What follows belongs to an exercise in optimizing a design on an open flow for small area; a production flow would make more cautious choices. For this run, only the layout was checked, not whether the RTL still works. Power is estimated from default activity; no workload was simulated.

===== flow/config.mk =====
export PLATFORM = sky130hd
export DESIGN_NAME = od22_core
export DESIGN_NICKNAME = od22_core
export VERILOG_FILES = /design/flow/design.v
export SDC_FILE = /design/flow/constraint.sdc
export NUM_CORES = 4
export LEC_CHECK = 0
export CAP_MARGIN = 20
export CORE_MARGIN = 2
export CORE_UTILIZATION = 40
export SLEW_MARGIN = 20

===== flow/constraint.sdc =====
create_clock -name core_clock -period 10.0 [get_ports {clk}]
set_input_delay 2.0000 -clock core_clock [delete_from_list [all_inputs] [get_ports {clk}]]
set_output_delay 2.0000 -clock core_clock [all_outputs]
set_load 0.01 [all_outputs]

===== flow/design.v =====
module od22_resolver #(
    parameter [10:0] XCMD_OFFSET = 11'd1000,
    parameter [10:0] XCMD_MAX    = 11'd1511
) (
    input  wire [7:0]  addr_lo,
    input  wire [7:0]  addr_hi,
    input  wire [7:0]  mode_b,
    input  wire [7:0]  fb_b,
    output wire        daddr_valid,
    output wire [8:0]  daddr,
    output wire [10:0] xaddr,
    output wire [7:0]  fb_addr
);
    wire        extended = mode_b[0];
    wire [10:0] hi_part  = extended ? {addr_hi[2:0], 8'd0} : {2'd0, addr_hi[2:0], 6'd0};
    wire [10:0] composed = {3'd0, addr_lo} + hi_part;
    assign daddr_valid = (addr_lo <= 8'd63) && !addr_hi[7] && (composed <= 11'd511);
    assign daddr       = daddr_valid ? composed[8:0] : 9'd0;
    wire [11:0] sum = {1'b0, composed} + {1'b0, XCMD_OFFSET};
    assign xaddr = (daddr_valid && sum <= {1'b0, XCMD_MAX}) ? sum[10:0] : XCMD_OFFSET - 11'd1;
    assign fb_addr = (fb_b > 8'd128) ? 8'd0 : fb_b;
endmodule
module od22_device (
    input  wire       clk,
    input  wire       rst,
    input  wire [7:0] hold_cfg,    
    input  wire       reassert,
    input  wire       tick,        
    input  wire       act,         
    input  wire       gate,        
    output reg        coil_g,
    output reg        coil_r
);
    localparam [1:0] POS_UNKNOWN = 2'd0, POS_GREEN = 2'd1, POS_RED = 2'd2;
    reg [1:0] pos;
    reg [7:0] hold;
    reg [7:0] rem;
    wire [1:0] req_pos  = gate ? POS_RED : POS_GREEN;
    wire       act_take = act && ((pos != req_pos) || reassert);
    always @(posedge clk) begin
        if (rst) begin
            pos    <= POS_UNKNOWN;
            hold   <= hold_cfg;
            rem    <= 8'd0;
            coil_g <= 1'b0;
            coil_r <= 1'b0;
        end else if (act_take) begin
            pos    <= req_pos;
            rem    <= hold;
            coil_g <= (hold != 8'd0) && !gate;
            coil_r <= (hold != 8'd0) &&  gate;
        end else if (tick && rem != 8'd0) begin
            rem <= rem - 8'd1;
            if (rem == 8'd1) begin
                coil_g <= 1'b0;
                coil_r <= 1'b0;
            end
        end
    end
endmodule
module od22_channel (
    input  wire       clk,
    input  wire       rst,
    input  wire       tick,       
    input  wire       sample,     
    input  wire [7:0] cfg_retx,
    input  wire       commit,     
    output wire       stable_n,   
    output wire       armed_n,    
    output wire       pend_n,     
    output wire       pend_q
);
    reg [7:0] win;
    reg [3:0] fill;
    reg       stable;
    reg       rep;
    reg       pend;
    reg [8:0] retx;
    wire [7:0] win_s    = {win[6:0], sample};
    wire [3:0] fill_s   = (fill == 4'd8) ? 4'd8 : fill + 4'd1;
    wire       stable_s = (fill_s == 4'd8) && ((win_s == 8'h00) || (win_s == 8'hFF));
    wire       arm      = stable_s && !stable && (sample != rep);
    wire       pend_s   = arm ? sample : pend;
    wire [8:0] retx_s   = arm ? ({1'b0, cfg_retx} + 9'd1) : retx;
    assign stable_n = tick ? stable_s : stable;
    assign pend_n   = tick ? pend_s   : pend;
    assign armed_n  = tick ? (retx_s != 9'd0) : (retx != 9'd0);
    assign pend_q   = pend;
    always @(posedge clk) begin
        if (rst) begin
            win    <= 8'h00;
            fill   <= 4'd0;
            stable <= 1'b0;
            rep    <= 1'b0;
            pend   <= 1'b0;
            retx   <= 9'd0;
        end else if (tick) begin
            win    <= win_s;
            fill   <= fill_s;
            stable <= stable_s;
            pend   <= pend_s;
            if (commit) begin
                rep  <= pend_s;
                retx <= (retx_s == 9'd0) ? 9'd0 : retx_s - 9'd1;
            end else begin
                retx <= retx_s;
            end
        end
    end
endmodule
module od22_core (
    input  wire        clk,
    input  wire        rst,
    input  wire [87:0] cfgmem,        
    input  wire        tick,
    input  wire [7:0]  raw,
    input  wire        bus_active,
    input  wire        cmd_valid,
    input  wire [1:0]  cmd_dev,
    input  wire        cmd_gate,       
    input  wire        cmd_activate,
    input  wire        tx_done,
    output wire [3:0]  coil_g,
    output wire [3:0]  coil_r,
    output wire        daddr_valid,
    output wire [8:0]  daddr,
    output wire [10:0] xaddr,
    output wire [7:0]  fb_addr,
    output wire        tx_valid,
    output wire [7:0]  tx_addr,
    output wire        tx_half,
    output wire [3:0]  tx_data,
    output wire        ready,
    output wire        connected
);
    wire [7:0] cfg_split_b;
    wire [7:0] cfg_retx_b;
    wire [7:0] cfg_reassert_b;
    reg        cfg_split;
    reg [7:0]  cfg_retx;
    reg        cfg_reassert;
    wire       res_daddr_valid;
    wire [8:0] res_daddr;
    wire [10:0] res_xaddr;
    wire [7:0] res_fb_addr;
    od22_resolver u_resolver (
        .addr_lo     (cfgmem[7:0]),
        .addr_hi     (cfgmem[15:8]),
        .mode_b      (cfgmem[23:16]),
        .fb_b        (cfgmem[63:56]),
        .daddr_valid (res_daddr_valid),
        .daddr       (res_daddr),
        .xaddr       (res_xaddr),
        .fb_addr     (res_fb_addr)
    );
    reg        r_daddr_valid;
    reg [8:0]  r_daddr;
    reg [10:0] r_xaddr;
    reg [7:0]  r_fb_addr;
    always @(posedge clk) begin
        if (rst) begin
            r_daddr_valid <= res_daddr_valid;
            r_daddr       <= res_daddr;
            r_xaddr       <= res_xaddr;
            r_fb_addr     <= res_fb_addr;
            cfg_split     <= cfgmem[64];
            cfg_retx      <= cfgmem[79:72];
            cfg_reassert  <= cfgmem[80];
        end
    end
    assign daddr_valid = r_daddr_valid;
    assign daddr       = r_daddr;
    assign xaddr       = r_xaddr;
    assign fb_addr     = r_fb_addr;
    localparam [1:0] PH_DISC = 2'd0, PH_ANN = 2'd1, PH_CONN = 2'd2;
    reg [1:0] phase;
    assign ready     = (phase != PH_ANN);
    assign connected = (phase == PH_CONN);
    wire tick_acc = tick & ready;
    wire cmd_acc  = cmd_valid & ready;
    genvar d;
    generate
        for (d = 0; d < 4; d = d + 1) begin : g_dev
            od22_device u_dev (
                .clk        (clk),
                .rst        (rst),
                .hold_cfg   (cfgmem[8*(3+d) +: 8]),
                .reassert   (cfg_reassert),
                .tick       (tick_acc),
                .act        (cmd_acc & cmd_activate & (cmd_dev == d)),
                .gate       (cmd_gate),
                .coil_g     (coil_g[d]),
                .coil_r     (coil_r[d])
            );
        end
    endgenerate
    wire [7:0] stable_n;    
    wire [7:0] armed_n;     
    wire [7:0] pend_n;      
    wire [7:0] pend_q;      
    wire [7:0] commit;      
    genvar c;
    generate
        for (c = 0; c < 8; c = c + 1) begin : g_ch
            od22_channel u_ch (
                .clk      (clk),
                .rst      (rst),
                .tick     (tick_acc),
                .sample   (raw[c]),
                .cfg_retx (cfg_retx),
                .commit   (commit[c]),
                .stable_n (stable_n[c]),
                .armed_n  (armed_n[c]),
                .pend_n   (pend_n[c]),
                .pend_q   (pend_q[c])
            );
        end
    endgenerate
    reg [1:0] ann_idx;
    reg       tx_busy;
    reg       r_tx_valid;
    reg [7:0] r_tx_addr;
    reg       r_tx_half;
    reg [3:0] r_tx_data;
    wire fb_enabled = (r_fb_addr != 8'd0) && (!cfg_split || r_fb_addr <= 8'd127);
    wire do_announce = (phase == PH_ANN) && !tx_busy;
    wire busy_after_done = (tx_busy | do_announce) & ~tx_done;
    wire [3:0] grp_ok;
    genvar g;
    generate
        for (g = 0; g < 4; g = g + 1) begin : g_grp
            assign grp_ok[g] = stable_n[2*g] & stable_n[2*g+1] &
                               (armed_n[2*g] | armed_n[2*g+1]);
        end
    endgenerate
    reg [1:0] scan_grp;
    always @(*) begin
        if (grp_ok[0])      scan_grp = 2'd0;
        else if (grp_ok[1]) scan_grp = 2'd1;
        else if (grp_ok[2]) scan_grp = 2'd2;
        else                scan_grp = 2'd3;
    end
    wire try_active = tick_acc && fb_enabled && bus_active;
    wire do_scan    = try_active && (phase == PH_CONN) && !busy_after_done && (grp_ok != 4'd0);
    wire do_join    = try_active && (phase == PH_DISC) && (&stable_n);
    generate
        for (g = 0; g < 4; g = g + 1) begin : g_commit
            assign commit[2*g]   = do_scan && (scan_grp == g);
            assign commit[2*g+1] = do_scan && (scan_grp == g);
        end
    endgenerate
    function [12:0] telegram;
        input [1:0] grp;
        input [7:0] p;
        input [7:0] base;
        input       split;
        reg   [7:0] a;
        reg         h;
        reg   [3:0] dat;
        begin
            if (!split) begin
                a   = base;
                h   = grp[1];
                dat = grp[1] ? p[7:4] : p[3:0];
            end else begin
                a = base + {7'd0, grp[1]};
                h = grp[0];
                case (grp)
                    2'd0: dat = {2'b00, p[1:0]};
                    2'd1: dat = {p[3:2], 2'b00};
                    2'd2: dat = {2'b00, p[5:4]};
                    default: dat = {p[7:6], 2'b00};
                endcase
            end
            telegram = {a, h, dat};
        end
    endfunction
    wire [12:0] tg_ann  = telegram(ann_idx,  pend_q, r_fb_addr, cfg_split);
    wire [12:0] tg_scan = telegram(scan_grp, pend_n, r_fb_addr, cfg_split);
    always @(posedge clk) begin
        if (rst) begin
            phase      <= PH_DISC;
            ann_idx    <= 2'd0;
            tx_busy    <= 1'b0;
            r_tx_valid <= 1'b0;
        end else begin
            r_tx_valid <= 1'b0;
            tx_busy    <= busy_after_done;
            if (do_announce) begin
                r_tx_valid <= 1'b1;
                {r_tx_addr, r_tx_half, r_tx_data} <= tg_ann;
                if (ann_idx == 2'd3)
                    phase <= PH_CONN;
                else
                    ann_idx <= ann_idx + 2'd1;
            end
            if (tick_acc && fb_enabled) begin
                if (!bus_active) begin
                    phase <= PH_DISC;
                end else if (do_join) begin
                    phase   <= PH_ANN;
                    ann_idx <= 2'd0;
                end else if (do_scan) begin
                    tx_busy    <= 1'b1;
                    r_tx_valid <= 1'b1;
                    {r_tx_addr, r_tx_half, r_tx_data} <= tg_scan;
                end
            end
        end
    end
    assign tx_valid = r_tx_valid;
    assign tx_addr  = r_tx_addr;
    assign tx_half  = r_tx_half;
    assign tx_data  = r_tx_data;
endmodule

===== flow/run.sh =====
#!/bin/bash
# synth_recipe.tcl (not shown) runs the flow's synth.tcl, then flattens the netlist and writes it again
# the make line also repeats each setting of config.mk as NAME=value (left out here)
make -C /OpenROAD-flow-scripts/flow DESIGN_CONFIG=/design/flow/config.mk WORK_HOME=/design/flow/orfs CLKGATE_MAP_FILE= SYNTH_SCRIPT=/design/flow/synth_recipe.tcl finish

==> summary.txt <==
max cap viols 0; initial antenna violation count 1; syn_area_per_cell 8.08 sq um; relative slew slack 21.9%; Via density 5.78; vias in the first global route 16,058; area share of fa/ha/maj cells after synthesis 3.37%; CP max FO 16; total routed wirelength 52,900 microns; main area contributors after synthesis dfxtp_1 26%, edfxtp_1 14%, a21oi_1 6.3%; # IOs 159; DR top layer met4; Iter 0 DRT Violations 1,468; Post-Syn Area 0.0184 sq mm; critical path's slowest cell a221oi_1; Die Y 219 microns; die area 0.0478 sq mm; CTS resizes 0; clk slew on worst S/H paths 0.06 ns; via count 17,193; placed wire-length estimate 36,100 microns; worst setup margin 2.92 ns; Synth Area in Simple Gates 25.7%; CP Data Required Time 10.39 ns; Post-Place Cell Area 0.0202 sq mm; post-synth top area share 25.9%; met3 WL 3660 microns; # diodes 0; # hold bufs at CTS 0; Compound-Gate Fraction of Synth Area 20.7%; placer congestion estimate 0.863; final instance area 0.0216 sq mm; final-report hold violation count 0; core area 0.0454 sq mm; leak pwr 7.55 nW; WL per Instance 17.8 microns; Mapped Nets 2,434; CP peak stage delay 0.83 ns; drt pass-1 iters 5; Fill cells 4,455; crit path capture type flop; CTS Sinks 322; number of enable flip-flop cells after synthesis 84; Yosys reg bits 322; met2 wire length 24,200 microns; setup bufs post-CTS 0; Place WS 2.37 ns; Clock Skew 0.0196 ns; PwrDens 168 mW/mm^2; Syn-to-layout area delta 17.2%; Worst-Margin Slew 1.14 ns; crit path DAT 7.47 ns; nets 2,498; Multi-input gate area 0.0104 sq mm; TNS Setup 0 ns; Synth cell types 87; clock buffer depth 3; layout cells sized above 1 6.15%; mux cell area share after synthesis 2.51%; final core utilization 47.5%; critical path, cell by cell clkdlybuf4s50_1, nand4_1, or2_1, a221oi_1, and2_0, buf_4, mux2i_1, ha_1, nand2_1, or3_1, o221a_2, nor2_1, nand2_1, inv_1, ha_1, ha_1, nand4_1, a21oi_1, a21oi_1, a211oi_1; CTS Buf Count 40; Fin Hold WS 0.469 ns; post-synth top area cell dfxtp_1; Starting Density 40.6%; GRT Residual Overflow 0; Post-route DRC 0; CTS tree yes; remaining antenna violation count 0; part of the Yosys area used for sequential elements 39.6%; worst hold path class flop to flop; most frequent CP cell ha_1; cells after synthesis 2,279; met1 wire length 23,500 microns; CP Launch Type primary input; Root Buffer clkbuf_16; Slew Viols, Final 0; synth warn 3; Reg area 0.00729 sq mm; main flop type after synthesis dfxtp_1; minimum clock period after layout 7.08 ns; H-tree levels 2; PortBufs 133; CP Class primary input to flop; status finished clean; insertion delay to the later sink of the worst-skew pair 0.57 ns; Rows 78; Post-Synth XOR/XNOR Area 3.76%; main combinational cell family by area after synthesis simple AND/OR/NAND/NOR gates; most frequent cells after synthesis 303 x nand2_1, 263 x nor2_1, 238 x dfxtp_1; pin count of the biggest net entering global routing 152; gr usage total 21.9%; setup slack, reg-to-reg 4.32 ns; final setup fails 0; Peak VDD IR 148 uV; fin crit share 70.8%; Die W 219 microns; fmax 0.141 GHz; first-pass GRT wire length 85,000 microns; count leader, synth nand2_1; RSZ-0062 raised after global routing false; asr flop ratio synth 0%
[final timing paths]
check                                         start                        endpoint  cells after the start
setup / recovery                             raw[1]          r_tx_addr[6]$_DFFE_PN_                     20
setup reg to reg  g_ch[1].u_ch.fill[0]$_SDFFE_PP0P_          r_tx_addr[6]$_DFFE_PN_                     20
hold / removal       g_ch[6].u_ch.stable$_SDFF_PP0_  g_ch[6].u_ch.stable$_SDFF_PP0_                      2
hold reg to reg      g_ch[6].u_ch.stable$_SDFF_PP0_  g_ch[6].u_ch.stable$_SDFF_PP0_                      2
[layer usage]
metal	vias to the layer above	global-route usage [%]
met5	-	0
met4	0	8.07
met3	90	3.98
met2	503	35.5
met1	8173	28.9
li1	8427	-
[cell usage in the layout (no fill, tap or decap), types with 48 or more instances in the layout]
master	instances
inv_1	56
nand2_1	302
edfxtp_1	84
a21oi_1	232
nor3_1	80
dfxtp_1	238
o21ai_0	102
nor2_1	263
xnor2_1	53
nor4_1	58
nand3_1	52
ha_1	48
clkdlybuf4s50_1	132
[metrics by stage]
step                cells  power, W
floorplan            2279   0.00198
global placement     2901   0.00217
detailed placement   2901   0.00218
CTS                  2974   0.00367
global route         2974   0.00381
finish               2974   0.00363
[flip-flops by register name, summed over array words and instances (netlist names), 2 cells and up]
name                cells
g_ch.u_ch.rep           8
g_dev.u_dev.coil_g      4
r_tx_data               4
g_ch.u_ch.pend          8
r_xaddr                11
g_ch.u_ch.win          56
g_dev.u_dev.hold       32
g_ch.u_ch.retx         72
g_ch.u_ch.stable        8
g_dev.u_dev.pos         8
r_daddr                 9
r_fb_addr               8
phase                   2
g_dev.u_dev.coil_r      4
ann_idx                 2
r_tx_addr               8
cfg_retx                8
g_ch.u_ch.fill         32
g_dev.u_dev.rem        32
[critical path: cells and delay by family]
| kind | cells | cell delay, ns |
|---|---|---|
| simple gates | 8 | 1.76 |
| compound gates | 5 | 1.67 |
| buf+inv | 3 | 0.99 |
| fa+ha+maj | 3 | 0.72 |
| mux | 1 | 0.31 |
[power by group]
part,internal [W],switching [W]
clock network,0.000879,0.000585
registers,0.00143,0.0000822
logic,0.000277,0.000372
total,0.00259,0.00104
[area by class of cell]
type | count | area share (%)
inverter | 56 | 0.975
timing repair buffer | 168 | 7.47
sequential | 322 | 33.8
multi-input combinational | 1755 | 48.1
clock inverter | 17 | 0.708
clock buffer | 56 | 5.49
tap | 600 | 3.48
[cell families (layout without fill, tap and decap cells)]
| kind of cell | after synthesis | in the layout |
|---|---|---|
| simple gates | 981 | 981 |
| mux | 45 | 45 |
| buf+inv | 202 | 297 |
| fa+ha+maj | 49 | 49 |
| compound gates | 601 | 601 |
| flops | 322 | 322 |
| xor+xnor | 79 | 79 |

==> what the ideal ports hide <==
The flow's constraints put no driver on any port. The routed layout listed below was extracted and timed again, unchanged, in two steps.
Step 1, drivers: a clkbuf_16 drives clk and a buf_2 each remaining input, both assumed.
Step 2 moves the port delays by t, midway between the first and last clock arrival at a register: inputs arrive t later, outputs are due t later. That takes back most of the time a late clock gives input paths.
Slacks: ideal / step 1 / step 2; pairs: ideal / step 1.
t, ns: 0.617
setup slack, ns: 2.922 / 2.937 / 2.320
hold slack, ns: 0.469 / 0.469 / 0.469
worst register clock-pin slew, ns: 0.06 / 0.06
After both steps this run still meets setup and hold. The setup slack of this run moves by +0.015 ns with the drivers and by -0.602 ns with both steps.
